Source: an optimization exercise on an open RTL-to-GDS flow (aim: small area, a short achievable clock period and few clock cycles). Production flows keep margins and buffers that such runs may drop. Where RTL was checked, it was by simulation tests only, not by an equivalence proof against the original. Power figures rest on the tool's default switching activity, not on a simulated workload.

Setup of run C:
## bc_rx_engine
module bc_rx_engine (
    input  wire       clk,
    input  wire       rst,         
    input  wire       in_valid,
    output wire       in_ready,
    input  wire       in_kind,     
    input  wire [2:0] in_op,
    input  wire [7:0] in_data,
    output wire       out_valid,
    output wire [7:0] out_data,
    output wire       out_last,
    input  wire       out_ready
);
Size: roughly 2400 cells after synthesis, about 27 I/O pins.
export LEC_CHECK = 0
export CAP_MARGIN = 20
export CORE_MARGIN = 2
export CORE_UTILIZATION = 70
export CTS_BUF_LIST = sky130_fd_sc_hd__clkbuf_16
export CTS_CLUSTER_DIAMETER = 100
export CTS_CLUSTER_SIZE = 24
export SLEW_MARGIN = 20
create_clock -name core_clock -period 12.0 [get_ports {clk}]
standard.sh (not shown) runs the stock make flow with config.mk's settings and CLKGATE_MAP_FILE= SYNTH_SCRIPT=/design/flow/synth_recipe.tcl, a recipe that flattens the netlist after the stock synthesis.
==> flow/flow/run.sh <==
#!/bin/bash
set -euo pipefail
bash standard.sh \
  "BUFFER_PORTS_ARGS=-buffer_cell sky130_fd_sc_hd__buf_2" \
  "SETUP_SLACK_MARGIN=${FLOW_SETUP_MARGIN:-8.5}" \
  finish > standard_finish.log 2>&1
Run C finished end to end and its layout was clean on timing, DRC and antenna.
Input-level comparison between run F and run C:
--- a/flow/design.v
+++ b/flow/design.v
@@ -9,16 +9,16 @@
     output wire       out_valid,
     output wire [7:0] out_data,
     output wire       out_last,
     input  wire       out_ready
 );
     localparam integer CAP = 97;
     localparam integer IW  = 7;             
-    localparam integer QD  = 2;             
-    localparam integer QW  = 1;             
+    localparam integer QD  = 4;             
+    localparam integer QW  = 2;             
     localparam [7:0] MARKER = 8'h7A;
     localparam [7:0] ESCAPE = 8'h7B;
     localparam [2:0] OP_QFLAGS  = 3'd0;
     localparam [2:0] OP_POPD    = 3'd1;
     localparam [2:0] OP_POPDT   = 3'd2;
     localparam [2:0] OP_POPF    = 3'd3;
     localparam [2:0] OP_CLRD    = 3'd4;
@@ -60,39 +60,41 @@
     reg          w_v;
     reg [IW-1:0] w_slot;        
     reg [7:0]    w_data;        
     always @(posedge clk) begin
         if (w_v)
             ring[w_slot] <= w_data;
     end
-    reg       a_v, b_v;
+    reg       a_v;
+    reg       b_free;           
+    wire      b_v = !b_free;
     reg       a_kind, b_kind;
     reg [2:0] a_op, b_op;
     reg [7:0] a_d, b_d;
     reg       a_mk;             
     reg       a_esc;            
     reg       a_st;             
     reg       a_out;            
     reg          tx_mode;
     reg          haz;           
     wire         q_full;
     wire a_block = (a_st && !tx_mode && haz) || (a_out && q_full);
     wire go      = a_v && !a_block;
     wire a_free  = !a_v || go;
-    assign in_ready = !b_v;
-    wire acc = in_valid && !b_v;
+    assign in_ready = b_free;
+    wire acc = in_valid && b_free;
     always @(posedge clk) begin
         if (rst) begin
-            a_v <= 1'b0;
-            b_v <= 1'b0;
+            a_v    <= 1'b0;
+            b_free <= 1'b1;
         end else if (a_free) begin
-            a_v <= b_v || acc;
-            b_v <= 1'b0;
+            a_v    <= b_v || acc;
+            b_free <= 1'b1;
         end else if (acc) begin
-            b_v <= 1'b1;
+            b_free <= 1'b0;
         end
     end
     wire       f_kind = b_v ? b_kind : in_kind;
     wire [2:0] f_op   = b_v ? b_op   : in_op;
     wire [7:0] f_d    = b_v ? b_d    : in_data;
     always @(posedge clk) begin
         if (!b_v) begin
@@ -288,14 +290,16 @@
     reg [1:0]    e_ph;
     reg          e_lc;          
     reg          e_blk;
     assign q_full = q_val[q_wp];
     reg       o_v;
     reg [7:0] o_d;
     reg       o_l;
+    reg [7:0] h_d;
+    reg       h_l;
     assign out_valid = o_v;
     assign out_data  = o_d;
     assign out_last  = o_l;
     wire pop  = o_v && out_ready;
     wire emit = e_v && (!o_v || out_ready);
     wire [7:0] rd_byte = ring[e_ptr];
     wire       e_read = e_ph[0];
@@ -316,17 +320,24 @@
             o_v <= 1'b0;
         else if (emit)
             o_v <= 1'b1;
         else if (pop)
             o_v <= 1'b0;
     end
     always @(posedge clk) begin
-        if (emit) begin
-            o_d <= e_data;
-            o_l <= e_last;
+        o_d <= emit ? e_data : h_d;
+        o_l <= emit ? e_last : h_l;
+    end
+    always @(posedge clk) begin
+        if (rst) begin
+            h_d <= 8'h00;
+            h_l <= 1'b0;
+        end else if (emit) begin
+            h_d <= e_data;
+            h_l <= e_last;
         end
     end
     wire push   = opstep && a_out;
     wire e_done = emit && e_last;
     wire e_load = !e_v || e_done;
     wire q_take = e_load && q_val[q_rp];
     reg [QD-1:0] q_blk_nx;
- The higher multiplexer fraction of the synthesized cell area came out of run C.
- Run C and run F ended up with roughly the same average detailed-routed wire length per instance.
- Setup slack on run F is up relative to run C.
- Final cell utilization of the core: lower on run C
- Run F falls short of run C in setup skew after layout.
Function was not checked in any run of this note: the RTL went through the layout flow alone.

* * *

run 1:
Another version of the RTL of bc_rx_engine (not shown whole).
Size in the first run: ~2,400 cells after synthesis, about 1,000 flip-flops.
Design bc_rx_engine, start of the top module:
module bc_rx_engine (
    input  wire       clk,
    input  wire       rst,         
    input  wire       in_valid,
    output wire       in_ready,
    input  wire       in_kind,     
    input  wire [2:0] in_op,
    input  wire [7:0] in_data,
    output wire       out_valid,
    output wire [7:0] out_data,
    output wire       out_last,
    input  wire       out_ready
);
export LEC_CHECK = 0
export CAP_MARGIN = 20
export CORE_MARGIN = 2
export CORE_UTILIZATION = 40
export SLEW_MARGIN = 20
create_clock -name core_clock -period 12.0 [get_ports {clk}]
run.sh (not shown) runs the stock make flow with config.mk's settings and CLKGATE_MAP_FILE= SYNTH_SCRIPT=/design/flow/synth_recipe.tcl, a recipe that flattens the netlist after the stock synthesis.
Stock flow here: none of the scripts above is used.
Testbench counts of run 1, summed over its fixed seeds: cycles 12,035.
Changes in run 2 relative to run 1:
-- flow/design.v --
<<< run 1, line 59
    reg [7:0]    ring [0:CAP-1];
    reg          w_v;
    reg [IW-1:0] w_slot;
    reg [7:0]    w_data;
    always @(posedge clk) begin
        if (w_v)
>>> run 2, line 59
    reg [7:0]    ring [0:CAP-1];
    reg          w_v;
    reg [IW-1:0] w_slot;        
    reg [7:0]    w_data;        
    always @(posedge clk) begin
        if (w_v)
<<< run 1, line 76
    reg          haz;           
    wire         q_full;
    wire a_block = (a_st && !tx_mode && haz) || (a_out && q_full);
    wire go      = a_v && !a_block;
    assign in_ready = !a_v || !a_block;
>>> run 2, line 76
    reg          haz;           
    wire         q_full;
    wire a_block = (a_st && haz) || (a_out && q_full);
    wire go      = a_v && !a_block;
    assign in_ready = !a_v || !a_block;
<<< run 1, line 107
    reg          prev_valid;
    reg [7:0]    prev_st;       
    reg [7:0]    last_st;       
    reg [1:0]    len_hi;        
    reg          len_hi_ok;     
>>> run 2, line 107
    reg          prev_valid;
    reg [7:0]    prev_st;       
    reg [1:0]    len_hi;        
    reg          len_hi_ok;     
<<< run 1, line 122
    wire [IW-1:0] wrn_inc   = ring_inc(wrn);
    wire [7:0]    need8     = {1'b0, len_hi, st_byte[7:3]} + (st_byte[2:0] != 3'd0) + 8'd3;
    wire          mk1_accept = !ovl && (cnt >= 3) && !last_st[7] && need_ok && (need == cnt);
    wire          mk2_fmt    = !ovl && (cnt == 7'd33);
    wire [IW:0]   fit_sum    = {1'b0, prev_n} + {1'b0, cnt};
>>> run 2, line 121
    wire [IW-1:0] wrn_inc   = ring_inc(wrn);
    wire [7:0]    need8     = {1'b0, len_hi, st_byte[7:3]} + (st_byte[2:0] != 3'd0) + 8'd3;
    wire          mk1_accept = !ovl && (cnt >= 3) && !w_data[7] && need_ok && (need == cnt);
    wire          mk2_fmt    = !ovl && (cnt == 7'd33);
    wire [IW:0]   fit_sum    = {1'b0, prev_n} + {1'b0, cnt};
<<< run 1, line 159
                        dat_rdy    <= 1'b1;
                        prev_start <= start;
                        prev_end   <= ring_dec(wrn);
                        prev_n     <= cnt - 2'd3;
                        prev_valid <= 1'b1;
>>> run 2, line 158
                        dat_rdy    <= 1'b1;
                        prev_start <= start;
                        prev_end   <= w_slot;
                        prev_n     <= cnt - 2'd3;
                        prev_valid <= 1'b1;
<<< run 1, line 204
        end
    end
    always @(posedge clk) begin
        if (rst)
>>> run 2, line 203
        end
    end
    reg pblk;
    wire mk1_evt = rx && a_mk && !lr_mk && mk1_accept;
    always @(posedge clk)
        pblk <= !mk1_evt && in_range(wrn, prev_start, {1'b0, prev_n} + 2'd2);
    always @(posedge clk) begin
        if (rst)
<<< run 1, line 209
        else
            w_v <= store;
        w_slot <= wrn;
        w_data <= st_byte;
        if (store) begin
            last_st <= st_byte;
            if (wrn == prev_end)
                prev_st <= st_byte;
>>> run 2, line 212
        else
            w_v <= store;
        if (store) begin
            w_slot  <= wrn;
            w_data  <= st_byte;
            if (wrn == prev_end)
                prev_st <= st_byte;
<<< run 1, line 224
            end
        end
        if (rx && a_mk && !lr_mk && mk1_accept)
            prev_st <= last_st;
    end
    reg [1:0]    n_kind;
>>> run 2, line 226
            end
        end
        if (mk1_evt)
            prev_st <= w_data;
    end
    reg [1:0]    n_kind;
<<< run 1, line 245
                    n_kind = K_DAT;
                    n_byte = prev_st;
                    n_blk  = in_range(wrn, prev_start, {1'b0, prev_n} + 2'd2);
                end
            OP_POPF:
>>> run 2, line 247
                    n_kind = K_DAT;
                    n_byte = prev_st;
                    n_blk  = pblk;
                end
            OP_POPF:
<<< run 1, line 280
    wire pop  = o_v && out_ready;
    wire emit = e_v && !s_v;
    wire [7:0] rd_byte = ring[e_ptr];
    reg  [7:0] e_data;
    reg        e_last;
>>> run 2, line 282
    wire pop  = o_v && out_ready;
    wire emit = e_v && !s_v;
    reg  [7:0] rd_byte;
    integer ri;
    always @(*) begin
        rd_byte = 8'h00;
        for (ri = 0; ri < CAP; ri = ri + 1)
            rd_byte = rd_byte | (ring[ri] & {8{e_ptr == ri}});
    end
    reg  [7:0] e_data;
    reg        e_last;
==> notes.md <==
Run 2 vs run 1, final critical delay including setup and external delays went up by 0.55 ns.
Any difference in clock skew between run 2 and run 1 is small enough to ignore.
Highest-delay cell along the critical path: nor4_1 -> run 2, clkdlybuf4s50_1 -> run 1
Initial antenna violation count was lower in run 1 than in run 2.
Start point of the critical path: tx_mode -> run 1, e_ptr[3] -> run 2
Run 1 has lower total of fill cells in the finished design than run 2.
Looking only at fraction of layout instances using a drive strength above 1, and setting everything else aside, the higher value of run 2 and run 1 goes to run 1.
Changes observed in run 2 relative to run 1: end-of-flow core utilization rose by 0.92 points; initial standard-cell utilization of the core stayed essentially flat.
Testbench counts of run 2, summed over its fixed seeds: cycles 12,035.

* * *

Setup of 12-06:
bc_rx_engine, a different RTL version from the one above (not shown whole).
Size in the first run: about 27 I/O pins, ~0.041 mm2 of cells after synthesis.
clock: 12.0 ns
lec_check: 0
cap_margin: 20
core_margin: 2
core_utilization: 60
cts_buf_list: sky130_fd_sc_hd__clkbuf_16
cts_cluster_diameter: 100
cts_cluster_size: 24
slew_margin: 20
standard.sh (not shown) runs the stock make flow with config.mk's settings and CLKGATE_MAP_FILE= SYNTH_SCRIPT=/design/flow/synth_recipe.tcl, a recipe that flattens the netlist after the stock synthesis.
==> flow/flow/run.sh <==
#!/bin/bash
set -euo pipefail
bash standard.sh \
  "BUFFER_PORTS_ARGS=-buffer_cell sky130_fd_sc_hd__buf_2" \
  "SETUP_SLACK_MARGIN=${FLOW_SETUP_MARGIN:-9.0}" \
  finish > standard_finish.log 2>&1
Here is what was changed in the inputs of 01-11 compared with 12-06.
--- a/flow/design.v
+++ b/flow/design.v
@@ -279,33 +279,30 @@
     reg [IW-1:0] q_cnt  [0:QD-1];
     reg [QD-1:0] q_blk;
     reg [QD-1:0] q_val;
     reg [QW-1:0] q_wp, q_rp;
     reg          e_v;
     reg [1:0]    e_kind;
     reg [7:0]    e_byte;
     reg [IW-1:0] e_ptr;         
-    reg [IW-1:0] e_ptr_b;       
     reg [IW-1:0] e_cnt;         
     reg [1:0]    e_ph;
     reg          e_lc;          
     reg          e_blk;
     assign q_full = q_val[q_wp];
     reg       o_v;
     reg [7:0] o_d;
     reg       o_l;
     assign out_valid = o_v;
     assign out_data  = o_d;
     assign out_last  = o_l;
     wire pop  = o_v && out_ready;
     wire emit = e_v && (!o_v || out_ready);
-    wire [7:0] rd_lo   = ring[e_ptr];
-    wire [7:0] rd_hi   = ring[e_ptr_b];
-    wire [7:0] rd_byte = {rd_hi[7:4], rd_lo[3:0]};
+    wire [7:0] rd_byte = ring[e_ptr];
     wire       e_read = e_ph[0];
     wire [7:0] e_alt  = (!e_ph[1] && e_kind != K_ONE) ? 8'h01 : e_byte;
     wire [7:0] e_data = e_read ? rd_byte : e_alt;
     reg        e_last;
     always @(*) begin
         case (e_ph)
             E_HDR:   e_last = (e_kind == K_ONE);
             E_STA:   e_last = (e_cnt == 0);
@@ -381,27 +378,19 @@
         end else begin
             e_blk <= e_blk_nx;
         end
     end
     always @(posedge clk) begin
         if (rst)
             haz <= 1'b0;
         else
-            haz <= |(q_blk_nx & q_val) ||
+            haz <= |(q_blk_nx & q_val & ~({QD{q_take}} & (1 << q_rp))) ||
                    (push && n_blk) ||
-                   e_blk || (store && e_rng && (wrn_inc == e_ptr));
-    end
-    always @(posedge clk) begin
-        if (rst)
-            e_ptr_b <= 0;
-        else if (e_load)
-            e_ptr_b <= q_ptr[q_rp];
-        else if (emit && e_read)
-            e_ptr_b <= ring_inc(e_ptr_b);
+                   (e_load ? (q_val[q_rp] && q_blk_nx[q_rp]) : e_blk_nx);
     end
     always @(posedge clk) begin
         if (e_load) begin
             e_kind <= q_kind[q_rp];
             e_byte <= q_byte[q_rp];
             e_ptr  <= q_ptr[q_rp];
             e_cnt  <= q_cnt[q_rp];
             e_ph   <= E_HDR;
Notes after the runs:
Between 01-11 and 12-06, the difference in final non-filler cell area is negligible. Via count of the routed design in 01-11 is 459 above 12-06. As far as share of power burned in combinational logic is concerned, 01-11 and 12-06 perform about the same. Relative to 12-06, the fill cell total of the finished layout measured on 01-11 has decreased by a few percent. HPWL after detailed placement sits higher in 01-11 than in 12-06. 01-11: cell count after placement is 42 lower than what 12-06 reported. In the flow results for 01-11 and 12-06, the worst relative slew slack is smaller on 01-11. 12-06 → 01-11: sequential cell count shows a reduction of 1.4%; clock power share shows a reduction of 0.2 points; core occupancy in the finished layout shows an increase of 0.81 points; detailed-route wire length per cell shows an increase of about 9%; share of the clock period used by the worst path shows a reduction of 0.77 points. 01-11 vs 12-06 — overall power of the completed layout dropped 0.10 mW.
Testbench counts of 01-11, summed over its fixed seeds: cycles 12,035.
Function not checked in 12-06: the RTL went through the layout flow alone.

* * *

RTL: one of the versions met above, not the one the previous note started from.
For scale: roughly 2300 cells after synthesis, roughly 27 I/O pins, ~0.041 mm^2 of cells after synthesis.
Settings: LEC_CHECK=0, CAP_MARGIN=20, CORE_MARGIN=2, CORE_UTILIZATION=40, SLEW_MARGIN=20; clock period 12.0 ns.
==> flow/flow/run.sh <==
#!/bin/bash
set -euo pipefail
bash standard.sh \
  "BUFFER_PORTS_ARGS=-buffer_cell sky130_fd_sc_hd__buf_2" \
  "SETUP_SLACK_MARGIN=${FLOW_SETUP_MARGIN:-8.0}" \
  finish > standard_finish.log 2>&1
Testbench counts at the start, summed over its fixed seeds: cycles 12,035.
==> next run, changes <==
--- a/flow/design.v
+++ b/flow/design.v
@@ -215,16 +215,14 @@
                 endcase
             end
         end
     end
     reg pblk;
     wire mk1_evt = rx && a_mk && !lr_mk && mk1_accept;
-    wire p_lo = (wrn >= prev_start);
-    wire p_hi = (wrn < prev_end);
     always @(posedge clk)
-        pblk <= !mk1_evt && ((prev_start < prev_end) ? (p_lo && p_hi) : (p_lo || p_hi));
+        pblk <= !mk1_evt && in_range(wrn, prev_start, {1'b0, prev_n} + 2'd2);
     always @(posedge clk) begin
         if (rst)
             w_v <= 1'b0;
         else
             w_v <= store;
         if (store) begin
@@ -295,22 +293,36 @@
     assign out_valid = o_v;
     assign out_data  = o_d;
     assign out_last  = o_l;
     wire pop  = o_v && out_ready;
     wire emit = e_v && (!o_v || out_ready);
     wire [7:0] rd_byte = ring[e_ptr];
-    wire       e_read = e_ph[0];
-    wire [7:0] e_alt  = (!e_ph[1] && e_kind != K_ONE) ? 8'h01 : e_byte;
-    wire [7:0] e_data = e_read ? rd_byte : e_alt;
+    reg  [7:0] e_data;
     reg        e_last;
+    reg        e_read;
     always @(*) begin
+        e_read = 1'b0;
         case (e_ph)
-            E_HDR:   e_last = (e_kind == K_ONE);
-            E_STA:   e_last = (e_cnt == 0);
-            E_LEN:   e_last = 1'b0;
-            default: e_last = (e_cnt == 1);
+            E_HDR: begin
+                e_data = (e_kind == K_ONE) ? e_byte : 8'h01;
+                e_last = (e_kind == K_ONE);
+            end
+            E_STA: begin
+                e_data = e_byte;
+                e_last = (e_cnt == 0);
+            end
+            E_LEN: begin
+                e_data = rd_byte;
+                e_last = 1'b0;
+                e_read = 1'b1;
+            end
+            default: begin
+                e_data = rd_byte;
+                e_last = (e_cnt == 1);
+                e_read = 1'b1;
+            end
         endcase
     end
     wire e_rng = e_v && (e_kind != K_ONE) && ((e_ph == E_HDR) || (e_ph == E_LEN) || (e_cnt != 0));
     always @(posedge clk) begin
         if (rst)
             o_v <= 1'b0;
Effect: Final cell count rises slightly. Power fell slightly. Flip-flop and latch count is unchanged. Final area went up slightly. Routed wire length grows by a few percent.
Testbench counts after the change, summed over its fixed seeds: cycles 12,035.

[separate check: timing with driven ports]
The flow's constraints put no driver on any port. The routed layouts listed below were extracted and timed again, unchanged, in two steps. Step 1, drivers: a clkbuf_16 drives clk and a buf_2 each remaining input, both assumed. Step 2 also shifts input and output timing later by t, the mid clock arrival at the registers, as if the neighbouring blocks saw the same clock. a / b / c = no drivers / after step 1 / after step 2; a / b = the first two.
run	t (ns)	setup WS [ns]	clock arrival spread, ns	slew at the worst register clock pin (ns)
run C	0.692	8.263 / 8.201 / 7.944	0.030 / 0.029	0.10 / 0.10
run F	0.693	8.431 / 8.395 / 7.922	0.040 / 0.040	0.10 / 0.10
run 1	0.730	7.077 / 7.013 / 7.744	0.044 / 0.045	0.06 / 0.06
run 2	0.766	6.522 / 6.522 / 6.522	0.040 / 0.040	0.07 / 0.07
12-06	0.694	8.207 / 8.144 / 8.156	0.040 / 0.040	0.10 / 0.10
01-11	0.683	8.300 / 8.232 / 7.985	0.026 / 0.025	0.10 / 0.10
the first run of note 4	0.732	8.175 / 8.149 / 7.488	0.032 / 0.031	0.07 / 0.07
the second run of note 4	0.720	8.065 / 8.065 / 7.681	0.035 / 0.035	0.06 / 0.06
After both steps every run listed still meets setup and hold. The setup slack of the first run of note 4, which loses most, moves by -0.026 ns with the drivers and by -0.687 ns with both steps.
